What follows belongs to an exercise in optimizing a design on an open flow for small area, a short achievable clock period and few clock cycles per item; a production flow would make more cautious choices. Function was checked by simulation only, so behaviour that the tests miss may differ from the original. No activity file was given, so power comes from the tool's default toggle rates.

==> design.v <==
module jmp (
    input  wire        clk,
    input  wire        rst,           
    input  wire        load,
    input  wire [31:0] load_size,
    input  wire        start,
    input  wire        setq,
    input  wire [7:0]  setq_val,
    output wire        mem_re,
    output wire [31:0] mem_addr,
    input  wire [7:0]  mem_rdata,
    output wire        qt_we,
    output wire [10:0] qt_addr,
    output wire [7:0]  qt_wdata,
    output wire [15:0] status,
    output wire [31:0] size_o,
    output wire [7:0]  qfactor,
    output wire [31:0] offset_o,
    output wire [7:0]  width_blocks,
    output wire [7:0]  height_blocks,
    output wire [7:0]  type_o,
    output wire        precision,
    output wire [15:0] restart_interval,
    output wire [31:0] header_len,
    output wire [31:0] scan_off,
    output wire [31:0] scan_len
);
    localparam [2:0] ST_IDLE  = 3'd0,
                     ST_BUSY  = 3'd1,
                     ST_OK    = 3'd2,
                     ST_FAIL  = 3'd3,
                     ST_FAULT = 3'd4;
    localparam [5:0] C_NO_SOF        = 6'h10,
                     C_NO_DQT        = 6'h11,
                     C_ZERO_BLOCKS   = 6'h12,
                     C_SOF_SHORT     = 6'h13,
                     C_SOF_LENGTH    = 6'h14,
                     C_SOF_PRECISION = 6'h15,
                     C_SOF_DIMENSION = 6'h16,
                     C_SOF_NCOMP     = 6'h17,
                     C_SOF_SAMP_1ST  = 6'h18,
                     C_SOF_SAMP_OTH  = 6'h19,
                     C_SOF_QT_MISM   = 6'h1A,
                     C_SOF_REPEATED  = 6'h20,
                     C_SOS_TRUNC     = 6'h21,
                     C_SCAN_BEYOND   = 6'h22;
    localparam [4:0] S_SEARCH = 5'd0,    
                     S_CODE   = 5'd1,    
                     S_LHI    = 5'd2,    
                     S_LLO    = 5'd3,    
                     S_DQH    = 5'd4,    
                     S_DQT    = 5'd5,    
                     S_DQEND  = 5'd6,    
                     S_DRI2   = 5'd7,    
                     S_DRI3   = 5'd8,    
                     S_FIN    = 5'd9,    
                     S_FINS   = 5'd10,   
                     S_SOF2   = 5'd16;   
    localparam [2:0] K_SKIP = 3'd0,
                     K_SOF  = 3'd1,
                     K_DQT  = 3'd2,
                     K_DRI  = 3'd3,
                     K_SOS  = 3'd4;
    reg [2:0]  st;
    reg [5:0]  cause;
    reg [31:0] size;
    reg [7:0]  qf;
    reg [31:0] offset;
    reg        sof_found, dqt_found, sos_found, dri_found, eoi_seen;
    reg [7:0]  wb, hb;
    reg        t422;       
    reg        prec;
    reg [15:0] ri;
    reg [31:0] sl;
    reg [4:0]  ph;
    reg [2:0]  kind;
    reg [31:0] a;          
    reg [15:0] len;        
    reg [10:0] qa;         
    reg        fj;         
    reg [7:0]  d;          
    reg        p_live, p_v, p_f64, p_f128;    
    reg        d_live, d_v, d_f64, d_f128;    
    wire busy = (st == ST_BUSY);
    wire        cmp_ci = (ph == S_FIN) || (ph == S_FINS) || (ph == S_DQEND);
    wire [32:0] cmp    = {1'b0, size} + {1'b0, ~a} + {32'd0, cmp_ci};
    wire        cmp_c  = cmp[32];
    wire [7:0]  jlo  = (ph == S_LLO) ? d : len[7:0];
    wire [31:0] jsum = offset + {16'd0, len[15:8], jlo};
    wire [15:0] lfull = {len[15:8], d};
    wire        hd128  = (d[7:4] != 4'd0);
    wire        r_ge67 = (|len[15:7]) | (len[6] & ((|len[5:2]) | (len[1] & len[0])));
    wire        r_ge131 = (|len[15:8]) | (len[7] & ((|len[6:2]) | (len[1] & len[0])));
    wire        dq_fit = hd128 ? (r_ge131 & d_f128) : (r_ge67 & d_f64);
    wire        dq_last = prec ? (&qa[6:0]) : (&qa[5:0]);
    wire        pend = (cause == 6'd0);
    reg         jump;      
    reg         hold;      
    reg  [1:0]  a_sel;     
    always @(*) begin
        jump  = 1'b0;
        hold  = 1'b0;
        a_sel = 2'd0;
        case (ph)
        S_SEARCH: if (d_live && !d_v) begin jump = 1'b1; a_sel = 2'd2; end
        S_CODE:   if (!d_v) begin jump = 1'b1; a_sel = 2'd2; end
        S_LLO: begin
            case (kind)
            K_SKIP: begin jump = 1'b1; a_sel = d_v ? 2'd0 : 2'd2; end
            K_SOS:  begin jump = 1'b1; a_sel = 2'd0; end
            K_DQT:  if (!d_v || lfull < 16'd2) begin jump = 1'b1; a_sel = 2'd2; end
            default: ;
            endcase
        end
        S_DQH: begin
            if (!d_v) begin jump = 1'b1; a_sel = 2'd2; end
            else if (d[3:0] == 4'hF || !dq_fit) begin jump = 1'b1; a_sel = 2'd1; end
        end
        S_DQEND: begin
            if (!cmp_c) begin jump = 1'b1; a_sel = 2'd2; end
            else hold = 1'b1;
        end
        S_DRI3: begin
            if (!d_v || len < 16'd4) begin jump = 1'b1; a_sel = 2'd1; end
            else if (len != 16'd4) jump = 1'b1;
        end
        S_FIN, S_FINS: hold = 1'b1;
        default: begin
            if (ph == S_SOF2 + 5'd14 && d_v && pend && d == qa[7:0] && len != 16'd17)
                jump = 1'b1;
        end
        endcase
    end
    reg [31:0] a_tgt;
    always @(*) begin
        case (a_sel)
        2'd0:    a_tgt = jsum;
        2'd1:    a_tgt = offset;
        default: a_tgt = 32'd0;
        endcase
    end
    always @(posedge clk) begin
        d      <= mem_rdata;
        p_live <= busy && !jump && !hold;
        p_v    <= cmp_c;
        p_f64  <= cmp_c && (|cmp[31:6]);
        p_f128 <= cmp_c && (|cmp[31:7]);
        d_live <= p_live && !jump;
        d_v    <= p_v;
        d_f64  <= p_f64;
        d_f128 <= p_f128;
    end
    always @(posedge clk) begin
        if (rst) begin
            st   <= ST_IDLE;
            size <= 32'd0;
            qf   <= 8'd255;
            ph   <= S_SEARCH;
        end else if (!busy) begin
            if (load) begin
                if (~&load_size[31:16] || ~|load_size[15:0]) begin
                    size <= load_size;
                    st   <= ST_IDLE;
                end
            end else if (start) begin
                st        <= ST_BUSY;
                ph        <= S_SEARCH;
                cause     <= 6'd0;
                offset    <= 32'd0;
                a         <= 32'd0;
                fj        <= 1'b1;
                sof_found <= 1'b0;
                dqt_found <= 1'b0;
                sos_found <= 1'b0;
                dri_found <= 1'b0;
                eoi_seen  <= 1'b0;
                prec      <= 1'b0;
                ri        <= 16'd0;
            end else if (setq) begin
                qf <= setq_val;
            end
        end else begin
            if (jump)
                a <= a_tgt;
            else if (!hold)
                a <= a + 32'd1;
            case (ph)
            S_SEARCH: begin
                if (d_live) begin
                    fj <= 1'b0;
                    if (!d_v) begin
                        if (!fj)
                            offset <= size;
                        ph <= S_FIN;
                    end else if (d == 8'hFF) begin
                        offset <= a;             
                        ph     <= S_CODE;
                    end
                end
            end
            S_CODE: begin
                ph <= S_LHI;
                if (!d_v) begin
                    offset <= size;
                    ph     <= S_FIN;
                end else if (d == 8'hC0) begin
                    kind <= K_SOF;
                    if (sof_found) begin
                        st    <= ST_FAULT;
                        cause <= C_SOF_REPEATED;
                    end
                end else if (d == 8'hC4 || d == 8'hFE || d[7:4] == 4'hE) begin
                    kind <= K_SKIP;
                end else if (d == 8'hDA) begin
                    kind <= K_SOS;
                end else if (d == 8'hDB) begin
                    kind      <= K_DQT;
                    dqt_found <= 1'b1;
                end else if (d == 8'hDD) begin
                    kind <= K_DRI;
                end else begin
                    if (d == 8'hD9)
                        eoi_seen <= 1'b1;
                    ph <= S_SEARCH;
                end
            end
            S_LHI: begin
                len[15:8] <= d;
                ph        <= S_LLO;
            end
            S_LLO: begin
                len[7:0] <= d;
                case (kind)
                K_SKIP: begin
                    if (!d_v) begin
                        offset <= size;
                        ph     <= S_FIN;
                    end else begin
                        offset <= jsum;
                        fj     <= 1'b1;
                        ph     <= S_SEARCH;
                    end
                end
                K_SOS: begin
                    if (!d_v) begin
                        st    <= ST_FAULT;
                        cause <= C_SOS_TRUNC;
                    end else begin
                        ph <= S_FINS;
                    end
                end
                K_DQT: begin
                    if (!d_v || lfull < 16'd2) begin
                        offset <= size;
                        ph     <= S_FIN;
                    end else begin
                        offset <= jsum;
                        ph     <= (lfull == 16'd2) ? S_SEARCH : S_DQH;
                    end
                end
                K_DRI: ph <= S_DRI2;
                default: begin       
                    if (lfull < 16'd17)
                        cause <= C_SOF_LENGTH;
                    ph <= S_SOF2;
                end
                endcase
            end
            S_DQH: begin
                if (!d_v) begin
                    offset <= size;
                    ph     <= S_FIN;
                end else if (d[3:0] == 4'hF || !dq_fit) begin
                    ph <= S_DQEND;
                end else begin
                    qa   <= hd128 ? {d[3:0], 7'd0} : {1'b0, d[3:0], 6'd0};
                    prec <= hd128;
                    len  <= len - 16'd1;
                    ph   <= S_DQT;
                end
            end
            S_DQT: begin
                qa  <= qa + 11'd1;
                len <= len - 16'd1;
                if (dq_last)
                    ph <= (len == 16'd3) ? S_SEARCH : S_DQH;
            end
            S_DQEND: begin
                if (!cmp_c) begin
                    offset <= size;
                    ph     <= S_FIN;
                end else begin
                    fj <= 1'b1;
                    ph <= S_SEARCH;
                end
            end
            S_DRI2: begin
                qa[7:0] <= d;
                ph      <= S_DRI3;
            end
            S_DRI3: begin
                ph <= S_SEARCH;
                if (!d_v || len < 16'd4) begin
                    fj <= 1'b1;                  
                end else begin
                    ri        <= {qa[7:0], d};
                    dri_found <= ({qa[7:0], d} != 16'd0);
                    if (len != 16'd4) begin
                        offset <= jsum;
                        fj     <= 1'b1;
                    end
                end
            end
            S_FIN, S_FINS: begin
                if (ph == S_FINS && !cmp_c) begin
                    st    <= ST_FAULT;
                    cause <= C_SCAN_BEYOND;
                end else begin
                    if (ph == S_FINS)
                        sos_found <= 1'b1;
                    sl <= cmp[31:0];
                    if (!sof_found) begin
                        st    <= ST_FAIL;
                        cause <= C_NO_SOF;
                    end else if (!dqt_found) begin
                        st    <= ST_FAIL;
                        cause <= C_NO_DQT;
                    end else if (wb == 8'd0 || hb == 8'd0) begin
                        st    <= ST_FAIL;
                        cause <= C_ZERO_BLOCKS;
                    end else begin
                        st <= ST_OK;
                    end
                end
            end
            default: begin
                ph <= ph + 5'd1;
                case (ph - S_SOF2)
                5'd0: if (pend && d != 8'd8) cause <= C_SOF_PRECISION;
                5'd1: begin
                    hb[7:5] <= d[2:0];
                    if (pend && d[7:3] != 5'd0) cause <= C_SOF_DIMENSION;
                end
                5'd2: begin
                    hb[4:0] <= d[7:3];
                    if (pend && ((hb[7:5] == 3'd7 && d > 8'hF8) ||
                                 (hb[7:5] == 3'd0 && d == 8'd0)))
                        cause <= C_SOF_DIMENSION;
                end
                5'd3: begin
                    wb[7:5] <= d[2:0];
                    if (pend && d[7:3] != 5'd0) cause <= C_SOF_DIMENSION;
                end
                5'd4: begin
                    wb[4:0] <= d[7:3];
                    if (pend && ((wb[7:5] == 3'd7 && d > 8'hF8) ||
                                 (wb[7:5] == 3'd0 && d == 8'd0)))
                        cause <= C_SOF_DIMENSION;
                end
                5'd5: if (pend && d != 8'd3) cause <= C_SOF_NCOMP;
                5'd7: begin
                    t422 <= d[1];
                    if (pend && d != 8'h21 && d != 8'h22) cause <= C_SOF_SAMP_1ST;
                end
                5'd10: if (pend && d != 8'h11) cause <= C_SOF_SAMP_OTH;
                5'd11: qa[7:0] <= d;
                5'd13: if (pend && d != 8'h11) cause <= C_SOF_SAMP_OTH;
                5'd14: begin
                    ph <= S_SEARCH;
                    if (!d_v) begin
                        st    <= ST_FAIL;
                        cause <= C_SOF_SHORT;
                    end else if (!pend) begin
                        st <= ST_FAIL;
                    end else if (d != qa[7:0]) begin
                        st    <= ST_FAIL;
                        cause <= C_SOF_QT_MISM;
                    end else begin
                        sof_found <= 1'b1;
                        if (len != 16'd17) begin
                            offset <= jsum;
                            fj     <= 1'b1;
                        end
                    end
                end
                default: ;
                endcase
            end
            endcase
        end
    end
    assign mem_re   = busy;
    assign mem_addr = a;
    assign qt_we    = busy && (ph == S_DQT);
    assign qt_addr  = qa;
    assign qt_wdata = d;
    assign status = (st == ST_IDLE) ? 16'h0000 :
                    busy            ? 16'h0001 :
                    {2'b00, cause, eoi_seen, dri_found, sos_found, dqt_found, sof_found, st};
    assign size_o           = size;
    assign qfactor          = qf;
    assign offset_o         = offset;
    assign width_blocks     = wb;
    assign height_blocks    = hb;
    assign type_o           = {1'b0, dri_found, 5'd0, t422};
    assign precision        = prec;
    assign restart_interval = ri;
    assign header_len       = a;
    assign scan_off         = a;
    assign scan_len         = sl;
endmodule
==> run.sh <==
#!/bin/bash
# synth_recipe.tcl (not shown) runs the flow's synth.tcl, then flattens the netlist and writes it again
# the make line also repeats each setting of config.mk as NAME=value (left out here)
make -C /OpenROAD-flow-scripts/flow DESIGN_CONFIG=/design/flow/config.mk WORK_HOME=/design/flow/orfs CLKGATE_MAP_FILE= SYNTH_SCRIPT=/design/flow/synth_recipe.tcl finish
==> config.mk <==
export PLATFORM = sky130hd
export DESIGN_NAME = jmp
export DESIGN_NICKNAME = jmp
export VERILOG_FILES = /design/flow/design.v
export SDC_FILE = /design/flow/constraint.sdc
export NUM_CORES = 4
export LEC_CHECK = 0
export CAP_MARGIN = 20
export CORE_MARGIN = 2
export CORE_UTILIZATION = 40
export SLEW_MARGIN = 20
==> constraint.sdc <==
create_clock -name core_clock -period 8.0 [get_ports {clk}]
set_input_delay 1.6000 -clock core_clock [delete_from_list [all_inputs] [get_ports {clk}]]
set_output_delay 1.6000 -clock core_clock [all_outputs]
set_load 0.01 [all_outputs]
==> summary.txt <==
==> critical path, cell delays in order, from the launching register on <==
cell                        delay (ns)
sky130_fd_sc_hd__dfxtp_1          0.36
sky130_fd_sc_hd__inv_1            0.11
sky130_fd_sc_hd__ha_1             0.57
sky130_fd_sc_hd__nor2_1           0.16
sky130_fd_sc_hd__nor3_1           0.69
sky130_fd_sc_hd__nor2_1           0.11
sky130_fd_sc_hd__fa_1             0.42
sky130_fd_sc_hd__fa_1             0.41
sky130_fd_sc_hd__nand2b_1         0.21
sky130_fd_sc_hd__a21oi_1          0.17
sky130_fd_sc_hd__o2111ai_1        0.20
sky130_fd_sc_hd__o31ai_1          0.35
sky130_fd_sc_hd__a41o_1           0.31
sky130_fd_sc_hd__a21oi_1          0.25
sky130_fd_sc_hd__a21oi_1          0.44
sky130_fd_sc_hd__nor2b_2          0.22
sky130_fd_sc_hd__buf_4            0.38
==> layout by cell type (no fill, tap or decap), types with 18 or more instances in the layout <==
| cell type | n |
|---|---|
| sky130_fd_sc_hd__edfxtp_1 | 172 |
| sky130_fd_sc_hd__buf_4 | 31 |
| sky130_fd_sc_hd__a21oi_1 | 131 |
| sky130_fd_sc_hd__and3_1 | 29 |
| sky130_fd_sc_hd__nand4_1 | 24 |
| sky130_fd_sc_hd__xnor2_1 | 93 |
| sky130_fd_sc_hd__nand3_1 | 58 |
| sky130_fd_sc_hd__a31oi_1 | 19 |
| sky130_fd_sc_hd__clkdlybuf4s50_1 | 321 |
| sky130_fd_sc_hd__clkbuf_16 | 28 |
| sky130_fd_sc_hd__mux2i_1 | 44 |
| sky130_fd_sc_hd__nor2_1 | 208 |
| sky130_fd_sc_hd__nor2b_1 | 21 |
| sky130_fd_sc_hd__ha_1 | 58 |
| sky130_fd_sc_hd__o21ai_0 | 79 |
| sky130_fd_sc_hd__dfxtp_1 | 64 |
| sky130_fd_sc_hd__nor3_1 | 57 |
| sky130_fd_sc_hd__nand2b_1 | 24 |
| sky130_fd_sc_hd__o22ai_1 | 23 |
| sky130_fd_sc_hd__nand2_1 | 154 |
| sky130_fd_sc_hd__a211oi_1 | 19 |
| sky130_fd_sc_hd__nor4_1 | 18 |
| sky130_fd_sc_hd__inv_1 | 70 |
| sky130_fd_sc_hd__xor2_1 | 34 |
==> layer usage <==
layer,part of all wire [%],vias up
met2,49,617
li1,-,7112
met5,0,-
met3,5.6,150
met1,40,7340
met4,5.2,0
==> through the flow <==
step | hold WS [ns] | setup slack [ns] | instance area (sq um) | instances | power [mW]
after floorplan | 0.310 | 2.28 | 16400 | 1856 | 3.19
after global routing | 0.333 | 1.89 | 20600 | 2612 | 5.64
after global placement | 0.311 | 2.55 | 19600 | 2559 | 4.03
after CTS | 0.332 | 2.27 | 20500 | 2611 | 5.38
after detailed placement | 0.317 | 2.35 | 19600 | 2559 | 4.04
final | 0.329 | 2.22 | 20600 | 2612 | 5.38
==> report_power, final <==
group          internal, mW  switching [mW]
Sequential             1.55           0.222
Clock                 0.757           0.569
Combinational         0.930            1.36
Total                  3.23            2.15
==> flip-flops by register name, indices dropped and copies added, names as in the netlist, 3 cells and up <==
signal and count:
d 8, qa 11, a 32, hb 8, cause 6, ri 16, qf 8, sl 32
st 3, ph 5, size 32, wb 8, offset 32, len 16, kind 3
==> area by class of cell <==
type,count,area share [%]
Multi-Input combinational cell,1367,42.6
Clock buffer,31,3.51
Sequential cell,236,31.4
Timing Repair Buffer,354,16.9
Clock inverter,21,1.11
Tap cell,532,3.24
Inverter,71,1.30
==> path summary, 6_finish.rpt <==
| kind | cells after the start | from | endpoint |
|---|---|---|---|
| setup / recovery | 16 | ph[0]$_SDFFE_PP0P_ | sl[26]$_DFFE_PP_ |
| setup reg to reg | 16 | ph[0]$_SDFFE_PP0P_ | sl[26]$_DFFE_PP_ |
| hold / removal | 0 | p_v$_DFF_P_ | d_v$_DFF_P_ |
| hold reg to reg | 0 | p_v$_DFF_P_ | d_v$_DFF_P_ |
==> kinds of logic (layout without fill, tap and decap cells) <==
family / after synthesis / count (layout)
buffers and inverters: 253 / 477
XOR/XNOR: 127 / 127
AND/OR/NAND/NOR: 679 / 679
adder cells (fa/ha/maj): 61 / 61
multiplexers: 49 / 49
flip-flops: 236 / 236
other: 1 / 8
AO/OA/AOI/OAI: 443 / 443
==> summary.txt <==
# TYPE chip_impl_metric gauge
chip_impl_metric{name="detail-route-antenna-nets",unit=""} 0
chip_impl_metric{name="io_buffer_count",unit=""} 322
chip_impl_metric{name="critical_path_peak_fanout",unit=""} 32
chip_impl_metric{name="synth-simple-area-share",unit="%"} 20.1
chip_impl_metric{name="die_height",unit="um"} 206
chip_impl_metric{name="final.setup_skew",unit="ns"} 0.0424
chip_impl_info{name="hold_crit_path_type",value="reg -> reg"} 1
chip_impl_metric{name="post_synth_inst_count",unit=""} 1849
chip_impl_metric{name="regToRegSetupSlack",unit="ns"} 2.22
chip_impl_metric{name="cts-buffers-inserted",unit=""} 28
chip_impl_metric{name="regArea",unit="sq um"} 6450
chip_impl_metric{name="synth.avg_cell_area",unit="sq um"} 8.86
chip_impl_metric{name="synth-async-reset-ratio",unit="%"} 0
chip_impl_metric{name="power_density",unit="nW/um^2"} 262
chip_impl_metric{name="cts.sink_count",unit=""} 236
chip_impl_metric{name="final_core_utilization",unit="%"} 50.6
chip_impl_metric{name="vdd_drop_max",unit="uV"} 169
chip_impl_metric{name="post_synth_xor_area_fraction",unit="%"} 6.79
chip_impl_metric{name="io_pins",unit=""} 331
chip_impl_metric{name="postCtsResizedCells",unit=""} 0
chip_impl_metric{name="final.min_clock_period",unit="ns"} 5.78
chip_impl_metric{name="synth-adder-area-share",unit="%"} 4.80
chip_impl_metric{name="fillers",unit=""} 3838
chip_impl_metric{name="drtPass1Iterations",unit=""} 6
chip_impl_metric{name="final-hold-violation-count",unit=""} 0
chip_impl_metric{name="leakagePower",unit="nW"} 7.47
chip_impl_metric{name="multi_input_comb_area",unit="sq um"} 8750
chip_impl_metric{name="synth-edff-count",unit=""} 172
chip_impl_metric{name="synth-warning-count",unit=""} 1
chip_impl_metric{name="post_route_cells_drive_above_1_share",unit="%"} 5.96
chip_impl_metric{name="largest_net_degree_at_the_start_of_global_routing",unit=""} 67
chip_impl_metric{name="width_of_the_chip",unit="um"} 206
chip_impl_info{name="synth_top_family_by_area",value="simple AND/OR/NAND/NOR gates"} 1
chip_impl_info{name="netlist_top_cells_count",value="sky130_fd_sc_hd__nor2_1, sky130_fd_sc_hd__edfxtp_1, sky130_fd_sc_hd__nand2_1"} 1
chip_impl_metric{name="routed_via_density",unit=""} 5.83
chip_impl_info{name="timing_worst_setup_path_type",value="reg -> reg"} 1
chip_impl_metric{name="h-tree-depth",unit=""} 1
chip_impl_metric{name="grtUsageMet3",unit="%"} 3.67
chip_impl_metric{name="register_bit_total_from_synthesis",unit=""} 236
chip_impl_metric{name="worstMarginPinSlew",unit="ns"} 1.02
chip_impl_info{name="post-synth-top-count-cell",value="sky130_fd_sc_hd__nor2_1"} 1
chip_impl_metric{name="post-route-drc-count",unit=""} 0
chip_impl_metric{name="routed-via-count",unit=""} 15219
chip_impl_metric{name="initial_core_util",unit="%"} 40.3
chip_impl_metric{name="fp.coreArea",unit="sq um"} 40600
chip_impl_metric{name="fp-row-count",unit=""} 74
chip_impl_metric{name="place_hpwl",unit="um"} 45800
chip_impl_metric{name="yosys.cell_types.count",unit=""} 85
chip_impl_metric{name="dr.first_iter.drc_count",unit=""} 1225
chip_impl_metric{name="gp_congestion",unit=""} 0.951
chip_impl_metric{name="synthDominantCellAreaShare",unit="%"} 31.5
chip_impl_metric{name="max_freq",unit="MHz"} 173
chip_impl_metric{name="setup_viol",unit=""} 0
chip_impl_metric{name="global_route.usage.total",unit="%"} 27.9
chip_impl_info{name="worst_setup_path_end_kind",value="register"} 1
chip_impl_metric{name="synthesis.area",unit="sq um"} 16400
chip_impl_metric{name="net_count_final",unit=""} 2172
chip_impl_metric{name="slew_headroom",unit="%"} 31.7
chip_impl_info{name="synthTopCellsByArea",value="sky130_fd_sc_hd__edfxtp_1, sky130_fd_sc_hd__dfxtp_1, sky130_fd_sc_hd__xnor2_1"} 1
chip_impl_metric{name="drv_cap",unit=""} 0
chip_impl_metric{name="route.final.wire_length",unit="um"} 61100
chip_impl_metric{name="clock_tree.buffer_depth",unit=""} 3
chip_impl_info{name="outcome",value="no timing/DRC/antenna violations"} 1
chip_impl_info{name="dominantRegCellSynth",value="sky130_fd_sc_hd__edfxtp_1"} 1
chip_impl_metric{name="cts_setup_buffers",unit=""} 0
chip_impl_metric{name="cts_hold_buf",unit=""} 0
chip_impl_metric{name="use_met1",unit="%"} 33.1
chip_impl_metric{name="grt_antenna_before_repair",unit=""} 0
chip_impl_metric{name="seq_area_frac_synth",unit="%"} 39.3
chip_impl_metric{name="clock_insertion_delay_worst_skew",unit="ns"} 0.59
chip_impl_metric{name="grt_pass1_wl",unit="um"} 90300
chip_impl_metric{name="fin_crit_sh",unit="%"} 72.3
chip_impl_metric{name="overflow",unit=""} 0
chip_impl_metric{name="synth_compound_gate_area_share",unit="%"} 18.1
chip_impl_metric{name="path_clk_slew",unit="ns"} 0.07
chip_impl_metric{name="syn_to_final_growth",unit="%"} 25.5
chip_impl_metric{name="required",unit="ns"} 8.21
chip_impl_metric{name="crit_arrival",unit="ns"} 6.00
chip_impl_info{name="rsz0062_at_grt",value="no"} 1
chip_impl_info{name="yosys.area.top_type",value="sky130_fd_sc_hd__edfxtp_1"} 1
chip_impl_metric{name="slew_violations",unit=""} 0
chip_impl_metric{name="dieArea",unit="sq um"} 42600
chip_impl_info{name="grt_busiest_layer",value="met2"} 1
chip_impl_info{name="critical_path.startpoint_type",value="register"} 1
chip_impl_metric{name="num_antenna_cells",unit=""} 0
chip_impl_metric{name="first_global_vias",unit=""} 14838
chip_impl_metric{name="met2_resource_use_gr",unit="%"} 49.4
chip_impl_info{name="cts_tree",value="done"} 1
chip_impl_info{name="root_buffer",value="sky130_fd_sc_hd__clkbuf_16"} 1
chip_impl_metric{name="final.setup.tns",unit="ns"} 0
chip_impl_metric{name="synth_mux_area_share",unit="%"} 3.03
chip_impl_metric{name="post_drt_wl_per_cell",unit="um"} 23.4
Testbench counts, summed over its fixed seeds: cycles 79,776, items 320.

port drivers added, routing unchanged:
How much do the figures lean on ideal ports? The routed layout below was timed once more, with nothing changed but the port constraints.
Step 1 sets driving cells, clkbuf_16 on the clock port and buf_2 on the other inputs (assumed; they add their load-dependent delay and slew).
Step 2, shift: input delay + t, output delay - t, t = (earliest + latest rising clock arrival at the registers) / 2. This alone moves slack from input paths to output paths.
Slacks: ideal ports / drivers / drivers and shift; pairs: ideal ports / drivers.
t, ns: 0.625
setup WS [ns]: 2.216 / 2.216 / 2.216
hold WS [ns]: 0.329 / 0.329 / 0.329
worst setup path at the end: register to register
cell pins on the clock port's net: 1
After both steps this run still meets setup and hold. The setup slack of this run moves by 0.000 ns with the drivers and by 0.000 ns with both steps.
